From an optimization exercise on the open Yosys and OpenROAD flow, aimed at small area, a short achievable clock period and few clock cycles per item; shortcuts taken in it are not production practice. Power is estimated from default activity; no workload was simulated.

## the previous run
Design fx25_kiss_enc, start of the top module:
module fx25_kiss_enc (
    input  wire        clk,
    input  wire        rst,
    input  wire        chunk_valid,
    output reg         chunk_ready,
    input  wire [7:0]  chunk_len,
    input  wire [47:0] dst_call,      
    input  wire [3:0]  dst_ssid,
    input  wire [47:0] src_call,      
    input  wire [3:0]  src_ssid,
    input  wire        in_valid,
    output reg         in_ready,
    input  wire [7:0]  in_data,
    output reg         out_valid,
    input  wire        out_ready,
    output reg  [7:0]  out_data,
    output reg         out_last,
    output reg  [15:0] skip_count
);
    localparam I_IDLE = 0, I_CMD = 1, I_TAG = 2, I_HDR = 3, I_CTL = 4, I_PID = 5,
               I_PAY = 6, I_FCS0 = 7, I_FCS1 = 8, I_PAD = 9, I_PAR = 10, I_FEND1 = 11;
    localparam [7:0] FEND = 8'hC0, FESC = 8'hDB, TFEND = 8'hDC, TFESC = 8'hDD;
    localparam [7:0] MAX_PAYLOAD = 8'd150;
    wire       len_ok = (chunk_len <= MAX_PAYLOAD);
    reg        dv;           
    reg [7:0]  owed;         
    reg        pb_v;
    reg [7:0]  pb0;
    reg [11:0] ph;
    reg [7:0]  cnt;
    reg [6:0]  jc;           
    reg        a_valid, a_rs, a_crc, a_par, a_cw, a_last;
    reg [7:0]  a;
    reg        b_valid, b_rs, b_par, b_cw, b_last;
    reg [7:0]  b;
    reg        esc_pend, esc_fend;
    reg        fl_on;
    reg        skip_evt;
    wire [15:0] crc, crc_next;
    wire [7:0]  par_out;
    wire [13:0] js;
    assign js[0] = !jc[6] && !jc[0];
    assign js[7] =  jc[6] &&  jc[0];
  ...
Settings: LEC_CHECK=0, CAP_MARGIN=20, CORE_MARGIN=2, CORE_UTILIZATION=60, SETUP_SLACK_MARGIN=2.8, SLEW_MARGIN=20; clock period 5.0 ns.
standard.sh (not shown) runs the stock make flow with config.mk's settings and CLKGATE_MAP_FILE= SYNTH_SCRIPT=/design/flow/synth_recipe.tcl, a recipe that flattens the netlist after the stock synthesis.
==> flow/flow/run.sh <==
#!/bin/bash
set -euo pipefail
export BUFFER_PORTS_ARGS="-buffer_cell sky130_fd_sc_hd__buf_1"
export CTS_ARGS="-sink_clustering_enable -repair_clock_nets -dont_use_dummy_load -buf_list sky130_fd_sc_hd__clkbuf_16 -sink_clustering_size 20 -sink_clustering_max_diameter 100"
bash standard.sh > standard_flow.log 2>&1
The inputs of the current run differ from those of the previous run as listed below.
-- flow/design.v --
<<< the previous run, line 32
module rs_enc_255_223 (
    input  wire       clk,
    input  wire       en,
    input  wire       dat_nx,
    input  wire [7:0] data_nx,
    output wire [7:0] par_out
);
    function [7:0] gen_coef;
>>> the current run, line 32
module rs_enc_255_223 (
    input  wire       clk,
    input  wire       clr,       
    input  wire       en,
    input  wire       ld,
    input  wire       ld_rs,
    input  wire [7:0] ld_data,
    output wire [7:0] par_out,
    output wire [7:0] fb_out
);
    function [7:0] gen_coef;
<<< the previous run, line 74
    reg  [7:0] fb;            
    assign par_out = par[0];
    wire [7:0] par0_nx = en ? (par[1] ^ gf_mul(fb, gen_coef(31))) : par[0];
    integer j;
    always @(posedge clk) begin
        fb <= (data_nx ^ par0_nx) & {8{dat_nx}};
        if (en) begin
            for (j = 0; j < 31; j = j + 1)
>>> the current run, line 77
    reg  [7:0] fb;            
    assign par_out = par[0];
    assign fb_out  = fb;
    wire [7:0] par0_nx = en ? (par[1] ^ gf_mul(fb, gen_coef(31))) : par[0];
    integer j;
    always @(posedge clk) begin
        if (clr)
            fb <= 8'h00;
        else if (ld)
            fb <= ld_rs ? (ld_data ^ par0_nx) : ld_data;
        if (en) begin
            for (j = 0; j < 31; j = j + 1)
<<< the previous run, line 119
    reg [7:0]  a;
    reg        b_valid, b_rs, b_par, b_cw, b_last;
    reg [7:0]  b;
    reg        esc_pend, esc_fend;
    reg        fl_on;
>>> the current run, line 126
    reg [7:0]  a;
    reg        b_valid, b_rs, b_par, b_cw, b_last;
    wire [7:0] b_fb;         
    reg        esc_pend, esc_fend;
    reg        fl_on;
<<< the previous run, line 156
    wire       take    = b_valid && advance && !esc_pend;    
    wire       mv      = a_valid && (!b_valid || take);      
    wire [7:0] ob      = b_par ? par_out : b;
    wire       ob_fend = (ob == FEND);
    wire       ob_esc  = b_cw && (ob_fend || (ob == FESC));
>>> the current run, line 163
    wire       take    = b_valid && advance && !esc_pend;    
    wire       mv      = a_valid && (!b_valid || take);      
    wire [7:0] ob      = b_par ? par_out : (b_rs ? (b_fb ^ par_out) : b_fb);
    wire       ob_fend = (ob == FEND);
    wire       ob_esc  = b_cw && (ob_fend || (ob == FESC));
<<< the previous run, line 167
    wire pay_last = pb_v ? (owed == 8'd0) : (push && (owed == 8'd1));
    wire pay_none = (owed == 8'd0) && !pb_v;
    wire s_has = !((ph[I_IDLE] && !dv) || (ph[I_HDR] && fl_on) ||
                   (ph[I_PAY] && !pay_has));
    wire s_ld = s_has && (!a_valid || mv);                   
>>> the current run, line 174
    wire pay_last = pb_v ? (owed == 8'd0) : (push && (owed == 8'd1));
    wire pay_none = (owed == 8'd0) && !pb_v;
    wire s_has = !((ph[I_IDLE] && (!dv || fl_on)) ||
                   (ph[I_PAY] && !pay_has));
    wire s_ld = s_has && (!a_valid || mv);                   
<<< the previous run, line 179
        .crc_next (crc_next)
    );
    wire [7:0] b_nx    = mv ? a : b;
    wire       b_rs_nx = !rst && (mv ? a_rs : b_rs);
    rs_enc_255_223 u_rs (
        .clk     (clk),
        .en      ((take && (b_rs || b_par)) || fl_on),
        .dat_nx  (b_rs_nx),
        .data_nx (b_nx),
        .par_out (par_out)
    );
    wire [7:0] nb = ({8{ph[I_IDLE] | ph[I_FEND1]}} & FEND) |
>>> the current run, line 186
        .crc_next (crc_next)
    );
    rs_enc_255_223 u_rs (
        .clk     (clk),
        .clr     (rst),
        .en      ((take && (b_rs || b_par)) || fl_on),
        .ld      (mv),
        .ld_rs   (a_rs),
        .ld_data (a),
        .par_out (par_out),
        .fb_out  (b_fb)
    );
    wire [7:0] nb = ({8{ph[I_IDLE] | ph[I_FEND1]}} & FEND) |
<<< the previous run, line 217
            a_rs <= nb_rs; a_crc <= nb_crc; a_par <= nb_par; a_cw <= nb_cw; a_last <= nb_last;
        end
        b    <= b_nx;
        b_rs <= b_rs_nx;
        if (mv) begin
            b_par <= a_par; b_cw <= a_cw; b_last <= a_last;
        end
        if (take) begin
>>> the current run, line 225
            a_rs <= nb_rs; a_crc <= nb_crc; a_par <= nb_par; a_cw <= nb_cw; a_last <= nb_last;
        end
        if (mv) begin
            b_rs <= a_rs; b_par <= a_par; b_cw <= a_cw; b_last <= a_last;
        end
        if (take) begin
<<< the previous run, line 241
            a_valid     <= 1'b0;
            b_valid     <= 1'b0;
            esc_pend    <= 1'b0;
            out_valid   <= 1'b0;
>>> the current run, line 247
            a_valid     <= 1'b0;
            b_valid     <= 1'b0;
            b_rs        <= 1'b0;
            esc_pend    <= 1'b0;
            out_valid   <= 1'b0;
<<< the previous run, line 256
            if (fl_on) begin
                cnt <= cnt + 8'd1;
                if (cnt[4:0] == 5'd31) begin
                    fl_on <= 1'b0;
                    cnt   <= 8'd0;
                end
            end
            if (s_ld)
>>> the current run, line 263
            if (fl_on) begin
                cnt <= cnt + 8'd1;
                if (cnt[4:0] == 5'd31)
                    fl_on <= 1'b0;
            end
            if (s_ld)
<<< the previous run, line 277
            end
            if (s_ld) begin
                if (!fl_on) begin
                    if ((ph[I_TAG] && tag_end) || (ph[I_PAD] && pad_end))
                        cnt <= 8'd0;
                    else
                        cnt <= cnt + 8'd1;
                end
                if (ph[I_CMD] || (ph[I_TAG] && tag_end))
                    jc <= 7'd0;
>>> the current run, line 282
            end
            if (s_ld) begin
                if (ph[I_CMD] || (ph[I_TAG] && tag_end) || (ph[I_PAD] && pad_end))
                    cnt <= 8'd0;
                else
                    cnt <= cnt + 8'd1;
                if (ph[I_CMD] || (ph[I_TAG] && tag_end))
                    jc <= 7'd0;
==> run summary <==
The current run | stages: all done | timing, DRC, antenna: all pass. In summary, the previous run completed successfully, with a layout that passed the timing, design-rule and antenna checks. Diff the previous run..the current run | height of the die | negligible. Placer's final routability congestion estimate in the current run is 12% lower than in the previous run. Changes observed in the current run relative to the previous run: number of nets produced by synthesis rose by 2.8%, total power of the final layout saw a decrease, clock buffer instance count of the final layout lost 1.
No run of this note included a check of the RTL's function; only the layout flow was run.

-- separate check: timing with driven ports --
Ports are ideal in the flow. The routed layouts listed here were re-timed in OpenROAD.
Step 1 (the two cells are an assumption about what drives the block):
set clk [get_ports {clk}]
set_driving_cell -lib_cell sky130_fd_sc_hd__clkbuf_16 $clk
set_driving_cell -lib_cell sky130_fd_sc_hd__buf_2 [delete_from_list [all_inputs] $clk]
Step 2 moves the port delays by t, midway between the first and last clock arrival at a register: inputs arrive t later, outputs are due t later. That takes back most of the time a late clock gives input paths.
a / b / c = no drivers / after step 1 / after step 2; a / b = the first two.
run | t (ns) | setup WS [ns] | clock arrival spread, ns
the previous run | 0.561 | 2.758 / 2.758 / 2.296 | 0.048 / 0.048
the current run | 0.572 | 2.772 / 2.772 / 2.276 | 0.021 / 0.022
After both steps setup and hold are still met in every run listed. The setup slack of the current run, which loses most, moves by 0.000 ns with the drivers and by -0.496 ns with both steps.
